What follows belongs to an exercise in optimizing a design on an open flow for small area, a short achievable clock period and few clock cycles; a production flow would make more cautious choices.
Function was checked by simulation only, so behaviour that the tests miss may differ from the original.
No activity file was given, so power comes from the tool's default toggle rates.

Design vmstack_core, start of the top module:
module vmstack_core (
    input  wire        clk,
    input  wire        rst,           
    input  wire        start,         
    input  wire [8:0]  img_len,       
    output wire        mem_req,
    output wire        mem_we,
    output wire [7:0]  mem_addr,
    output wire [31:0] mem_wdata,
    input  wire        mem_ack,
    input  wire [31:0] mem_rdata,
    output wire [1:0]  run,
    output wire [2:0]  fcause,
    output wire [8:0]  pc,
    output wire [8:0]  sp,
    output wire [31:0] result,
    output wire        result_valid,
    output reg         trace_valid,
    output wire [8:0]  trace_pc,
    output reg  [2:0]  trace_op,
    output wire [31:0] trace_tos,
    output wire        trace_tos_valid
);
For scale: roughly 1900 cells after synthesis, about 190 flip-flops, ~190 I/O pins, about 17000 sq um of cells after synthesis.
clock: 10.0 ns
lec_check: 0
cap_margin: 20
core_margin: 2
core_utilization: 40
slew_margin: 20
standard.sh (not shown) runs the stock make flow with config.mk's settings and CLKGATE_MAP_FILE= SYNTH_SCRIPT=/design/flow/synth_recipe.tcl, a recipe that flattens the netlist after the stock synthesis.
==> flow/flow/run.sh <==
#!/bin/bash
set -euo pipefail
cd "$(dirname "$0")/.."
bash ./standard.sh "BUFFER_PORTS_ARGS=-buffer_cell sky130_fd_sc_hd__buf_1" \
    SETUP_SLACK_MARGIN=5.7 finish > run_flow.log 2>&1
The starting point ran to the end with no violations.
Testbench counts at the start, summed over its fixed seeds: cycles 54,286.
Then changed:
==> flow/flow/run.sh (replaced) <==
#!/bin/bash
set -euo pipefail
cd "$(dirname "$0")/.."
bash ./standard.sh "BUFFER_PORTS_ARGS=-buffer_cell sky130_fd_sc_hd__buf_1" \
    SETUP_SLACK_MARGIN=5.5 finish > run_flow.log 2>&1
The new run produced a clean layout.
Clock power came out lower by about 0.6%.
Final area drops by about 3%.
Hold slack is worse by 16 ps.

---

## P
vmstack_core, a different RTL version from the one above (not shown whole).
For scale: roughly 1900 cells after synthesis, ~190 flip-flops, roughly 17000 µm² of cells after synthesis.
Settings: LEC_CHECK=0, CAP_MARGIN=20, CORE_MARGIN=2, CORE_UTILIZATION=40, SLEW_MARGIN=20; clock period 10.0 ns.
==> flow/flow/run.sh <==
#!/bin/bash
set -euo pipefail
cd "$(dirname "$0")/.."
bash ./standard.sh "BUFFER_PORTS_ARGS=-buffer_cell sky130_fd_sc_hd__buf_1" \
    SETUP_SLACK_MARGIN=5.5 finish > run_flow.log 2>&1
Testbench counts of P, summed over its fixed seeds: cycles 54,286.
Modified inputs, Q compared to P
Settings: SETUP_SLACK_MARGIN newly set to 5.
==> flow/run.sh (new file) <==
#!/bin/bash
# synth_recipe.tcl (not shown) runs the flow's synth.tcl, then flattens the netlist and writes it again
# the make line also repeats each setting of config.mk as NAME=value (left out here)
make -C /OpenROAD-flow-scripts/flow DESIGN_CONFIG=/design/flow/config.mk WORK_HOME=/design/flow/orfs CLKGATE_MAP_FILE= SYNTH_SCRIPT=/design/flow/synth_recipe.tcl finish
removed: flow/flow/run.sh
removed: flow/standard.sh
- P -> Q: cell leakage power flat
- Q vs P — wire length after detailed routing dropped 1500 µm.
- On power: between Q and P, it ends up higher for P.
Input-level comparison between R and Q:
Settings: SETUP_SLACK_MARGIN: 5 -> unset.
==> flow/flow/run.sh (new file) <==
#!/bin/bash
set -euo pipefail
cd "$(dirname "$0")/.."
bash ./standard.sh "BUFFER_PORTS_ARGS=-buffer_cell sky130_fd_sc_hd__buf_1" \
    SETUP_SLACK_MARGIN=5.3 finish > run_flow.log 2>&1
==> flow/standard.sh (new file) <==
#!/bin/bash
# synth_recipe.tcl (not shown) runs the flow's synth.tcl, then flattens the netlist and writes it again
# the make line also repeats each setting of config.mk as NAME=value (left out here)
make -C /OpenROAD-flow-scripts/flow DESIGN_CONFIG=/design/flow/config.mk WORK_HOME=/design/flow/orfs CLKGATE_MAP_FILE= SYNTH_SCRIPT=/design/flow/synth_recipe.tcl "${@:-finish}"
removed: flow/run.sh
Having completed the whole flow, R delivered a layout that passed the timing, DRC and antenna checks.
Q finished end to end and its layout was clean on timing, DRC and antenna.
Sort R and Q by portion of total power attributed to the clock network, ascending, and Q comes first.
Via count of R exceeds that of Q slightly.
Total routed wire length on the met1 layer down 4.1% in R wrt Q
On routed wire length, R and Q are basically level.
trace_pc[6] as the worst setup path endpoint was reported by Q, and trace_pc[7] by R.
Portion of the clock cycle consumed by the worst path in the final layout was higher in Q than in R.

---

rev 12:
vmstack_core, a different RTL version from the one above (not shown whole).
Size: about 1900 cells after synthesis, about 190 flip-flops, roughly 17000 um^2 of cells after synthesis.
==> flow/config.mk <==
export PLATFORM = sky130hd
export DESIGN_NAME = vmstack_core
export DESIGN_NICKNAME = vmstack_core
export VERILOG_FILES = /design/flow/design.v
export SDC_FILE = /design/flow/constraint.sdc
export NUM_CORES = 4
export LEC_CHECK = 0
export CAP_MARGIN = 20
export CORE_MARGIN = 2
export CORE_UTILIZATION = 40
export SLEW_MARGIN = 20
==> flow/constraint.sdc <==
create_clock -name core_clock -period 10.0 [get_ports {clk}]
set_input_delay 2.0000 -clock core_clock [delete_from_list [all_inputs] [get_ports {clk}]]
set_output_delay 2.0000 -clock core_clock [all_outputs]
set_load 0.01 [all_outputs]
==> flow/flow/run.sh <==
#!/bin/bash
set -euo pipefail
cd "$(dirname "$0")/.."
bash ./standard.sh "BUFFER_PORTS_ARGS=-buffer_cell sky130_fd_sc_hd__buf_1" \
    SETUP_SLACK_MARGIN=5.3 finish > run_flow.log 2>&1
Testbench counts of rev 12, summed over its fixed seeds: cycles 54,286.
The inputs of rev 13 differ from those of rev 12 as listed below.
==> flow/flow/run.sh <==
#!/bin/bash
set -euo pipefail
cd "$(dirname "$0")/.."
bash ./standard.sh "BUFFER_PORTS_ARGS=-buffer_cell sky130_fd_sc_hd__buf_1" \
    SETUP_SLACK_MARGIN=5.5 finish > run_flow.log 2>&1
Findings:
For rev 13 and rev 12, there was not a single run that failed to finish clean. Cell area after synthesis came out exactly the same in rev 13 and rev 12. Rev 13 vs rev 12: wire length of the first global-routing pass up in rev 13. Placement-stage cell area of rev 13 is on par with rev 12.

-- re-timing with driven ports --
In the flow no input, the clock included, has a driving cell. The finished layouts below were timed again as built, in two steps.
Step 1 sets driving cells, clkbuf_16 on the clock port and buf_2 on the other inputs (assumed; they add their load-dependent delay and slew).
Step 2, shift: input delay + t, output delay - t, t = (earliest + latest rising clock arrival at the registers) / 2. This alone moves slack from input paths to output paths.
Slacks: ideal / step 1 / step 2; pairs: ideal / step 1.
run	shift t [ns]	setup slack, ns	worst hold slack (ns)	latest minus earliest clock arrival (ns)	worst register clock-pin slew, ns
the first run of note 1	0.522	5.565 / 5.555 / 5.565	0.538 / 0.538 / 0.538	0.018 / 0.018	0.08 / 0.08
the second run of note 1	0.528	5.528 / 5.528 / 5.528	0.522 / 0.522 / 0.522	0.017 / 0.017	0.09 / 0.09
P	0.536	5.322 / 5.266 / 5.377	0.487 / 0.487 / 0.487	0.021 / 0.021	0.09 / 0.09
Q	0.528	5.137 / 5.080 / 4.804	0.495 / 0.495 / 0.495	0.021 / 0.021	0.09 / 0.09
R	0.560	5.263 / 5.207 / 5.202	0.499 / 0.499 / 0.499	0.016 / 0.016	0.09 / 0.09
rev 12	0.536	5.361 / 5.361 / 5.361	0.516 / 0.516 / 0.516	0.021 / 0.020	0.09 / 0.09
rev 13	0.552	5.466 / 5.466 / 5.466	0.498 / 0.498 / 0.498	0.014 / 0.014	0.08 / 0.08
After both steps every run listed still meets setup and hold. The setup slack of Q, which loses most, moves by -0.057 ns with the drivers and by -0.333 ns with both steps.
